This design comes from an exercise in tuning for small area and few clock cycles on the open sky130 flow, not from production work. In this exercise RTL edits were held to simulation tests only and were not proved equivalent to the original. Power and IR drop assume default switching activity.

File: design.v
module sf_reasm (
    input  wire         clk,
    input  wire         rst,
    input  wire         in_valid,
    input  wire [7:0]   in_data,
    input  wire         in_last,
    output wire         in_ready,
    output wire         out_valid,
    input  wire         out_ready,
    output wire [7:0]   out_data,
    output wire         out_last,
    output wire         resp_valid,
    output wire         resp_avail,
    output wire [2:0]   resp_disp,
    output wire         resp_meta_upd,
    output wire         meta_valid,
    output wire [159:0] cur_meta
);
    localparam R      = 2;           
    localparam RB     = 1;           
    localparam K      = 4;           
    localparam M      = 1;           
    localparam S      = 32;          
    localparam P      = S - 4;       
    localparam NB     = K + M;       
    localparam META_B = 20;          
    localparam [159:0] META_NONE = {64'd0, 8'hFF, 88'd0};
    localparam [2:0] D_ACCEPTED  = 3'd0;
    localparam [2:0] D_EMITTED   = 3'd1;
    localparam [2:0] D_DUPLICATE = 3'd2;
    localparam [2:0] D_STALE     = 3'd3;
    localparam [2:0] D_OOR       = 3'd4;
    localparam [2:0] D_MALFORMED = 3'd5;
    localparam [2:0] D_LATE      = 3'd7;
    localparam [2:0] ST_RX   = 3'd0;
    localparam [2:0] ST_PROC = 3'd1;
    localparam [2:0] ST_DEC  = 3'd2;
    localparam [2:0] ST_EMIT = 3'd3;
    localparam [2:0] ST_RESP = 3'd4;
    reg  [2:0]      state;
    reg  [8*S-1:0]  cap;             
    reg  [6:0]      rx_cnt;          
    reg  [R-1:0]    bound;
    reg  [16*R-1:0] frame_id;
    reg  [K*R-1:0]  dpres;           
    reg  [M*R-1:0]  fpres;           
    reg  [3*R-1:0]  bcnt;            
    reg  [R-1:0]    decoded;
    reg  [R-1:0]    meta_seen;
    reg  [96*R-1:0] smeta;           
    reg             meta_valid_q;
    reg  [159:0]    cur_meta_q;
    reg             r_avail;
    reg  [2:0]      r_disp;
    reg             r_upd;
    reg  [RB-1:0]   cs;
    reg  [2:0]      e_blk;
    reg  [4:0]      e_off;
    wire [8*P-1:0]  st_q [0:R*NB-1];
    reg             st_we;
    reg  [4:0]      st_widx;
    reg  [8*P-1:0]  st_wdata;
    genvar g;
    generate
        for (g = 0; g < R*NB; g = g + 1) begin : g_blk
            reg [8*P-1:0] q;
            always @(posedge clk)
                if (st_we && st_widx == g)
                    q <= st_wdata;
            assign st_q[g] = q;
        end
    endgenerate
    wire [15:0]     f  = cap[15:0];
    wire [7:0]      b  = cap[23:16];
    wire [8*P-1:0]  pl = cap[8*S-1:32];
    wire [RB-1:0]   s  = f[RB-1:0];
    wire [159:0]    rec = pl[159:0];
    wire            len_ok  = (rx_cnt == S);
    wire            is_meta = (b == 8'd0);
    wire            is_fec  = (b >= K) && (b < K + M);
    wire            is_oor  = (b >= K + M);
    wire            bound_s  = bound[s];
    wire [15:0]     fid_s    = frame_id[16*s +: 16];
    wire [15:0]     fdist     = f - fid_s;
    wire            stale    = bound_s && fdist[15];
    wire            claim    = !bound_s || (fdist != 16'd0 && !fdist[15]);
    wire [K-1:0]    dp_e   = claim ? {K{1'b0}} : dpres[K*s +: K];
    wire [M-1:0]    fp_e   = claim ? {M{1'b0}} : fpres[M*s +: M];
    wire [2:0]      bc_e   = claim ? 3'd0      : bcnt[3*s +: 3];
    wire            dec_e  = claim ? 1'b0      : decoded[s];
    wire            seen_e = claim ? 1'b0      : meta_seen[s];
    wire [95:0]     meta_s = smeta[96*s +: 96];
    wire            meta_chg = is_meta && (!seen_e || (rec[95:0] != meta_s));
    wire            filled = is_fec ? fp_e[b - K] : dp_e[b[1:0]];
    wire            dup    = filled;
    wire            late   = !filled && dec_e;
    wire            stored = !dup && !late;
    wire [K-1:0]    dp_n = (stored && !is_fec) ? (dp_e | ({{(K-1){1'b0}}, 1'b1} << b[1:0])) : dp_e;
    wire [M-1:0]    fp_n = (stored && is_fec)  ? (fp_e | ({{(M-1){1'b0}}, 1'b1} << (b - K))) : fp_e;
    wire [2:0]      bc_n = bc_e + {2'd0, stored};
    wire            complete = stored && (bc_n == K);
    wire            direct   = complete && (&dp_n);
    wire            need_dec = complete && !(&dp_n);
    wire [K-1:0]    dp_c = dpres[K*cs +: K];
    reg  [8*P-1:0]  rebuilt;
    reg  [1:0]      miss;
    integer i;
    always @(*) begin
        rebuilt = st_q[cs*NB + K];
        miss    = 2'd0;
        for (i = 0; i < K; i = i + 1) begin
            if (dp_c[i])
                rebuilt = rebuilt ^ st_q[cs*NB + i];
            else
                miss = i[1:0];
        end
    end
    always @(*) begin
        st_we    = 1'b0;
        st_widx  = {cs, 3'd0};
        st_wdata = pl;
        if (state == ST_PROC) begin
            st_we    = len_ok && !is_oor && !stale && stored;
            st_widx  = s * NB + b[2:0];
            st_wdata = pl;
        end else if (state == ST_DEC) begin
            st_we    = 1'b1;
            st_widx  = cs * NB + {1'b0, miss};
            st_wdata = rebuilt;
        end
    end
    wire            in_hs  = (state == ST_RX) && in_valid;
    wire            out_hs = (state == ST_EMIT) && out_ready;
    wire            e_last = (e_blk == K - 1) && (e_off == P - 1);
    always @(posedge clk) begin
        if (rst) begin
            state        <= ST_RX;
            rx_cnt       <= 7'd0;
            bound        <= {R{1'b0}};
            dpres        <= {K*R{1'b0}};
            fpres        <= {M*R{1'b0}};
            bcnt         <= {3*R{1'b0}};
            decoded      <= {R{1'b0}};
            meta_seen    <= {R{1'b0}};
            meta_valid_q <= 1'b0;
            cur_meta_q   <= META_NONE;
            r_avail      <= 1'b0;
            r_disp       <= D_ACCEPTED;
            r_upd        <= 1'b0;
        end else begin
            case (state)
            ST_RX: begin
                if (in_hs) begin
                    if (rx_cnt < S)
                        cap[8*rx_cnt[4:0] +: 8] <= in_data;
                    if (rx_cnt != 7'd127)
                        rx_cnt <= rx_cnt + 7'd1;
                    if (in_last)
                        state <= ST_PROC;
                end
            end
            ST_PROC: begin
                cs      <= s;
                r_avail <= 1'b0;
                r_upd   <= 1'b0;
                state   <= ST_RESP;
                if (!len_ok) begin
                    r_disp <= D_MALFORMED;
                end else if (is_oor) begin
                    r_disp <= D_OOR;
                end else if (stale) begin
                    r_disp <= D_STALE;
                end else begin
                    bound[s]              <= 1'b1;
                    frame_id[16*s +: 16]  <= f;
                    dpres[K*s +: K]       <= dp_n;
                    fpres[M*s +: M]       <= fp_n;
                    bcnt[3*s +: 3]        <= bc_n;
                    decoded[s]            <= dec_e | direct;
                    meta_seen[s]          <= seen_e | is_meta;
                    if (meta_chg) begin
                        smeta[96*s +: 96]   <= rec[95:0];
                        cur_meta_q          <= rec;
                        meta_valid_q        <= 1'b1;
                        r_upd               <= 1'b1;
                    end
                    if (dup)
                        r_disp <= D_DUPLICATE;
                    else if (late)
                        r_disp <= D_LATE;
                    else if (direct) begin
                        r_disp  <= D_EMITTED;
                        r_avail <= 1'b1;
                        e_blk   <= 3'd0;
                        e_off   <= META_B;
                        state   <= ST_EMIT;
                    end else if (need_dec) begin
                        state   <= ST_DEC;
                    end else
                        r_disp <= D_ACCEPTED;
                end
            end
            ST_DEC: begin
                dpres[K*cs +: K] <= {K{1'b1}};
                decoded[cs]      <= 1'b1;
                if (miss == 2'd0) begin
                    smeta[96*cs +: 96]   <= rebuilt[95:0];
                    meta_seen[cs]        <= 1'b1;
                    cur_meta_q           <= rebuilt[159:0];
                    meta_valid_q         <= 1'b1;
                    r_upd                <= 1'b1;
                end
                r_disp  <= D_EMITTED;
                r_avail <= 1'b1;
                e_blk   <= 3'd0;
                e_off   <= META_B;
                state   <= ST_EMIT;
            end
            ST_EMIT: begin
                if (out_hs) begin
                    if (e_last)
                        state <= ST_RESP;
                    else if (e_off == P - 1) begin
                        e_off <= 5'd0;
                        e_blk <= e_blk + 3'd1;
                    end else
                        e_off <= e_off + 5'd1;
                end
            end
            ST_RESP: begin
                rx_cnt <= 7'd0;
                state  <= ST_RX;
            end
            default: state <= ST_RX;
            endcase
        end
    end
    wire [8*P-1:0]  e_word = st_q[cs*NB + e_blk];
    assign in_ready      = (state == ST_RX);
    assign out_valid     = (state == ST_EMIT);
    assign out_data      = e_word[8*e_off +: 8];
    assign out_last      = (state == ST_EMIT) && e_last;
    assign resp_valid    = (state == ST_RESP);
    assign resp_avail    = r_avail;
    assign resp_disp     = r_disp;
    assign resp_meta_upd = r_upd;
    assign meta_valid    = meta_valid_q;
    assign cur_meta      = cur_meta_q;
endmodule
File: run.sh
#!/bin/bash
# synth_recipe.tcl (not shown) runs the flow's synth.tcl, then flattens the netlist and writes it again
# the make line also repeats each setting of config.mk as NAME=value (left out here)
make -C /OpenROAD-flow-scripts/flow DESIGN_CONFIG=/design/flow/config.mk WORK_HOME=/design/flow/orfs CLKGATE_MAP_FILE= SYNTH_SCRIPT=/design/flow/synth_recipe.tcl finish
File: config.mk
export PLATFORM = sky130hd
export DESIGN_NAME = sf_reasm
export DESIGN_NICKNAME = sf_reasm
export VERILOG_FILES = /design/flow/design.v
export SDC_FILE = /design/flow/constraint.sdc
export NUM_CORES = 4
export LEC_CHECK = 0
export CAP_MARGIN = 20
export CELL_PAD_IN_SITES_DETAIL_PLACEMENT = 1
export CELL_PAD_IN_SITES_GLOBAL_PLACEMENT = 2
export CORE_MARGIN = 2
export CORE_UTILIZATION = 25
export PLACE_DENSITY = 0.45
export SLEW_MARGIN = 20
File: constraint.sdc
create_clock -name core_clock -period 15.0 [get_ports {clk}]
set_input_delay 3.0000 -clock core_clock [delete_from_list [all_inputs] [get_ports {clk}]]
set_output_delay 3.0000 -clock core_clock [all_outputs]
set_load 0.01 [all_outputs]
==> impl_metrics.json <==
{
  "path_buf_inv": 5,
  "dpl.cell_count": 19000,
  "status": "timing/DRC/antenna clean",
  "rsz0062_at_grt": "false",
  "initial_utilization": 0.251,
  "r2r_start": "cap[0]",
  "hold_buffers": 0,
  "finalMaxSlewViolations": 0,
  "cts_setup_buffers": 0,
  "cts_sinks": 2919,
  "antenna_found_initial": 77,
  "rrSetupSlack_ns": 6.69,
  "peakVddDrop_mv": 0.0883,
  "max_freq_mhz": 88.6,
  "gp_congestion": 0.787,
  "arrival_ns": 8.29,
  "synthFlopType": "edfxtp_1",
  "layout_min_cycle_time_ns": 11.29,
  "grt-ovfl-total": 0,
  "dieHeight_um": 759,
  "synthToLayoutAreaGrowth_pct": 17.5,
  "viasPerCell": 5.11,
  "core_um2": 568000,
  "synthSimpleGateAreaFrac": 0.0790,
  "setup_tns_ns": 0,
  "ctsResizeCount": 0,
  "cp.required_ns": 12.00,
  "dieArea_um2": 576000,
  "r2r_cells": 16,
  "path_class": "reg -> out",
  "synth_cell_type_count": 85,
  "endpoint_kind": "output port",
  "grt_max_degree": 120,
  "netlist_area_um2": 143000,
  "synthXorXnorAreaFrac": 0.0753,
  "synth_compound_area_frac": 0.0931,
  "detail_route.wl_per_cell_um": 34.6,
  "root_buffer": "clkbuf_16",
  "maxCapViolCount": 0,
  "yosys_warnings": 1,
  "syn_inst": 11700,
  "synth-edff-count": 2721,
  "critPathMaxFanout": 69,
  "leakage_nw": 55.0,
  "io_buffer_count": 190,
  "ys_seq_area_frac": 0.601,
  "cts_max_level": 5,
  "grtUsageTotal": 0.229,
  "crit_start": "cs",
  "clkLatencyLatePin_ns": 1.02,
  "syn_nets": 11700,
  "hold_depth": 2,
  "power_mw": 19.4,
  "critPathTopFamily": "buffers and inverters",
  "power_density_nw_per_um2": 116,
  "setup_ws_ns": 3.71,
  "place_ws_ns": 4.88,
  "grt_first_pass_wirelength_um": 927000,
  "drt-initial-drc-count": 8596,
  "drc": 0,
  "slowest_delay_ns": 0.88,
  "first_pass_iters": 7,
  "synth_fa_ha_area_frac": 0.00304,
  "rows": 277,
  "cp_cell_sequence": "inv_1 -> ha_4 -> buf_12 -> and3_4 -> buf_12 -> nand2_1 -> nand2_1 -> a221oi_1 -> o221ai_1 -> o22ai_1 -> o221a_2 -> nor3_1 -> a2111oi_0 -> buf_4 -> a221oi_1 -> clkdlybuf4s50_1",
  "slew_headroom": 0.107,
  "synth-seq-cells": 2919,
  "syn_avg_cell_area_um2": 12.2,
  "final_nets": 11900,
  "cts.path.max_buffers": 4,
  "rr_endpoint": "g_blk[0].q[148]",
  "synthMuxAreaShare": 0.125,
  "fill_cells": 61300,
  "crit_slowest_cell": "nor3_1",
  "grt_pass1_vias": 106000,
  "instances_no_fill": 19800,
  "cts_tree": "yes",
  "drt_wl_total_um": 685000,
  "vias": 101000,
  "cts_buffers": 375,
  "synthArstFlopShare": 0,
  "hp-class": "reg -> reg",
  "start_kind": "register",
  "hold_violations": 0,
  "fp.dieW_um": 759,
  "ios": 191,
  "synth_top_family_by_area": "multiplexers",
  "tightest_slew_ns": 1.34,
  "finalCritPeriodShare": 0.753,
  "clock_skew_ns": 0.0503,
  "finalSetupViolCount": 0,
  "drtAntennaViolNets": 0,
  "drive_gt1_frac": 0.124,
  "dp_hpwl_um": 414000,
  "path_clk_slew_ns": 0.06,
  "seq_area_um2": 85700,
  "multi_input_area_um2": 54200
}
flip-flops by register name, indices dropped and copies added, names as in the netlist, named ones only:
signal and flops:
g_blk.q 2240, cap 248, cur_meta_q 160, rx_cnt 7, e_off 5, e_blk 3, r_disp 3, state 3
bound 2, frame_id 2, cs 1, meta_valid_q 1, r_avail 1, r_upd 1
power breakdown:
group / switching [mW] / leakage, nW / internal [mW] / total (mW)
registers: 0.0356 / 26.1 / 8.92 / 8.96
logic: 0.809 / 22.8 / 0.316 / 1.12
clock network: 3.87 / 6.06 / 5.45 / 9.33
worst max-delay path by stage:
| stage | endpoint | slack [ns] | cells past startpoint |
|---|---|---|---|
| floorplan | g_blk[1].q[0] | 0.08 | 18 |
| CTS | out_data[5] | 3.73 | 15 |
| finish | out_data[5] | 3.71 | 16 |
| global placement | out_data[5] | 4.77 | 15 |
| global route | out_data[5] | 3.55 | 15 |
| detailed placement | out_data[5] | 4.88 | 15 |
layer usage:
| metal | global-route usage | share of wire | up-vias |
|---|---|---|---|
| li1 | - | - | 43600 |
| met1 | 0.323 | 0.46 | 54000 |
| met2 | 0.377 | 0.46 | 2694 |
| met3 | 0.0263 | 0.046 | 722 |
| met4 | 0.0538 | 0.026 | 0 |
| met5 | 0 | 0 | - |
cells in the mapped netlist, drive strengths merged (118+ instances only):
library cell,n,share of area
nand3,201,0.0071
nand2,1293,0.034
clkbuf,556,0.015
buf,241,0.0074
mux2,320,0.025
a22oi,118,0.0062
edfxtp,2721,0.57
mux2i,1248,0.088
nor2,1127,0.030
xor2,260,0.016
xnor2,966,0.059
dfxtp,198,0.028
a21oi,698,0.025
o21ai,847,0.030
area by class of cell:
class | instances | share of cell area
clock buffer | 491 | 0.0615
sequential | 2919 | 0.512
inverter | 36 | 0.000867
tap | 7533 | 0.0563
antenna | 27 | 0.000403
timing repair buffer | 611 | 0.0330
clock inverter | 206 | 0.0126
multi-input combinational | 7940 | 0.324
per-stage QoR:
step	cell area (um2)	hold slack (ns)	util
after CTS	167000	0.456	0.294
after global routing	167000	0.482	0.295
after detailed placement	155000	0.448	0.273
after floorplan	143000	0.431	-
after global placement	155000	0.441	0.272
final	167000	0.453	0.295
layout by cell type, fill, tap and decap left out, types with 51 or more instances in the layout:
cell type	synthesis	routed
xnor2_1	966	959
edfxtp_1	2721	2721
clkinv_1	1	72
nand2_1	1293	1280
nand3_1	201	201
o22ai_1	67	67
xor2_1	260	258
o221ai_1	65	64
mux2_2	320	320
a211oi_1	53	53
mux4_2	78	78
clkdlybuf4s50_1	0	181
nor2_1	1127	1111
clkinv_2	0	65
mux2i_1	1248	1244
clkbuf_16	0	388
o21ai_1	29	127
dfxtp_1	198	192
clkbuf_1	551	83
buf_4	11	372
o21ai_0	818	684
a221oi_1	67	67
a22oi_1	118	118
o211ai_1	51	51
a222oi_1	67	67
a21oi_1	698	698
logic make-up (layout without fill, tap and decap cells):
logic type      after synthesis  after routing
flops                      2919           2919
other cells                   0             27
xor+xnor                   1226           1226
simple gates               2809           2809
mux                        1646           1646
fa+ha+maj                    34             34
compound gates             2225           2225
buf+inv                     833           1344
worst min-delay path, stage by stage (launching register included):
cell and delay (ns):
dfxtp_1 0.31, nand2_1 0.05, a21oi_1 0.05
Testbench counts, summed over its fixed seeds: cycles 123,366.

-- what the ideal ports hide --
How much do the figures lean on ideal ports? The routed layout below was timed once more, with nothing changed but the port constraints. Step 1, drivers: a clkbuf_16 drives clk and a buf_2 each remaining input, both assumed. Step 2 times the ports against the registers' clock, not the clock port: input delays grow and output delays shrink by t, the midpoint of the rising clock arrivals with the driver on. Slacks: ideal ports / drivers / drivers and shift; pairs: ideal ports / drivers.
shift t [ns]: 1.121
setup WS [ns]: 3.710 / 3.588 / 4.709
hold slack, ns: 0.453 / 0.453 / 0.453
worst setup path at the end: register to output
worst register clock-pin slew, ns: 0.07 / 0.07
After both steps this run still meets setup and hold. For this run, drivers alone change the setup slack by -0.122 ns; drivers and shift together by +0.999 ns.
